Source: an optimization exercise on an open RTL-to-GDS flow (aim: small area). Production flows keep margins and buffers that such runs may drop. Function was checked by simulation only, so behaviour that the tests miss may differ from the original. No activity file was given, so power comes from the tool's default toggle rates.

Setup of run a:
## sparmatic_core
module sparmatic_core (
    input  wire         clk,
    input  wire         rst,           
    input  wire         tick_en,
    input  wire         cmd_valid,
    input  wire [31:0]  cmd,
    input  wire [6:0]   irq_in,
    input  wire         rf_missed,
    input  wire         sync_pending,
    input  wire         need_analog,
    input  wire         need_fastclk,
    input  wire [7:0]   nv_marker,
    input  wire [7:0]   nv_year,
    input  wire [7:0]   nv_month,
    input  wire [7:0]   nv_day,
    input  wire [7:0]   nv_hour,
    input  wire [7:0]   nv_min,
    input  wire [7:0]   nv_sec,
    input  wire [7:0]   nv_addr,
    input  wire [671:0] nv_tab,        
    output reg          resp_valid,
    output reg  [2:0]   resp_status,
    output reg  [31:0]  resp_data,
    output reg          ovf,
    output reg          sec_tick,
    output reg          wake,
    output reg          sleep_ok,
    output reg  [1:0]   sleep_mode,
    output reg          fatal
);
export LEC_CHECK = 0
export CAP_MARGIN = 20
export CORE_MARGIN = 2
export CORE_UTILIZATION = 40
export CTS_BUF_LIST = sky130_fd_sc_hd__clkbuf_4
export GPL_TIMING_DRIVEN = 0
export PLACE_DENSITY = 0.6
export SLEW_MARGIN = 20
create_clock -name core_clock -period 30.0 [get_ports {clk}]
standard.sh (not shown) runs the stock make flow with config.mk's settings and CLKGATE_MAP_FILE= SYNTH_SCRIPT=/design/flow/synth_recipe.tcl, a recipe that flattens the netlist after the stock synthesis.
==> flow/flow/run.sh <==
#!/bin/bash
# Layout flow: the standard flow (standard.sh) with two changes:
#  - synthesis runs flow/synth_area.tcl, which is synth_recipe.tcl with an
#    area-oriented logic mapping (same registers as the standard synthesis);
#  - the port buffers that placement inserts are sky130_fd_sc_hd__buf_1.
# The make output goes to flow_make.log; ORFS keeps each step's log under
# orfs/logs.
set -euo pipefail
HERE=$(pwd)
export AREA_ABC_SCRIPT=$HERE/flow/abc_area.script
export FLOW_SYNTH_TCL=$HERE/synth_recipe.tcl
export BUFFER_PORTS_ARGS="-buffer_cell sky130_fd_sc_hd__buf_1"
sed "s#SYNTH_SCRIPT=[^ ]*#SYNTH_SCRIPT=$HERE/flow/synth_area.tcl#" standard.sh > my_standard.sh
grep -q "SYNTH_SCRIPT=$HERE/flow/synth_area.tcl" my_standard.sh
bash my_standard.sh > flow_make.log 2>&1
==> flow/flow/abc_area.script <==
strash
&get -n
&st
&dch
&nf -R 1000 -p -C 32 -F 8
&st
&dch
&nf -R 1000 -p -C 32 -F 8
&put
==> flow/flow/synth_area.tcl <==
# The standard flow's synthesis (synth_recipe.tcl, unchanged) with two changes to how the
# logic is mapped; registers are mapped before either takes effect, so they
# are the same as in the standard synthesis:
#  - ABC maps the logic with an area-oriented script (flow/abc_area.script);
#  - adders are left to ABC instead of being extracted into fa/ha cells.
set ::env(ADDER_MAP_FILE) ""
proc abc {args} {
  set i [lsearch $args -script]
  if { $i >= 0 } {
    set args [lreplace $args [expr { $i + 1 }] [expr { $i + 1 }] $::env(AREA_ABC_SCRIPT)]
  }
  yosys abc {*}$args
}
source $::env(FLOW_SYNTH_TCL)
Here is what was changed in the inputs of run b compared with run a.
--- a/flow/design.v
+++ b/flow/design.v
@@ -557,21 +557,21 @@
     end
     always @(posedge clk) begin
         if (rst || cset_ok) begin
             year   <= v_year;
             month  <= v_month;
             day    <= v_day;
             hour   <= v_hour;
             minute <= v_min;
             sec    <= v_sec;
             dow    <= v_dow;
-        end else if (active) begin
+        end else begin
             year   <= t_year;
             month  <= t_month;
             day    <= t_day;
             hour   <= t_hour;
             minute <= t_min;
             sec    <= t_sec;
             dow    <= t_dow;
         end
     end
     always @(posedge clk) begin
### Flow results
Run b reports its capture point of the critical path as resp_data[23] while run a reports resp_data[9].
On sequential share of layout area, the lower figure sits with run b, not run a.
From run a to run b the numbers moved as follows: maximum single-stage delay on the critical path climbed 90 ps; maximum ir drop on the vdd rail up 51%; least setup slack across all paths after layout shrank by 910 ps.
Cmp run b vs run a: clock skew higher in run b
Compared with run a, run b shows a lower met2 wire length.
Between run a and run b, die footprint is lower for run b, run a comes in above that.
Measured against each other, run a and run b differ in initial antenna violation count, the lower figure coming from run a.
Post-route met1 wirelength for run b: 1800 µm down relative to run a
Summary: with run a as the reference, sum of routed wire length over all layers in run b moved down slightly.
Comparing run a with run b, the first-pass GRT wire length came out essentially unchanged.
Number of remaining DRC errors: run a vs run b identical
On core utilization, run a and run b are neck and neck.

afterwards: timing with drivers on the ports:
The results above use ideal ports. As a check the final layouts listed here were re-extracted and re-timed, cells and wires unchanged. Step 1, drivers: a clkbuf_16 drives clk and a buf_2 each remaining input, both assumed. Step 2 adds t to the input delays and takes it off the output delays; t is the mean of the earliest and latest rising clock arrival at the registers after step 1. Input paths then give back, and output paths get back, about the clock's delay inside the block. Slacks: ideal / step 1 / step 2; pairs: ideal / step 1.
run	shift t [ns]	setup WS [ns]	slew at the worst register clock pin (ns)
run a	1.272	9.309 / 9.275 / 9.275	0.08 / 0.08
run b	1.268	8.395 / 8.365 / 8.365	0.08 / 0.08
After both steps every run listed still meets setup and hold. The setup slack of run a, which loses most, moves by -0.034 ns with the drivers and by -0.034 ns with both steps.
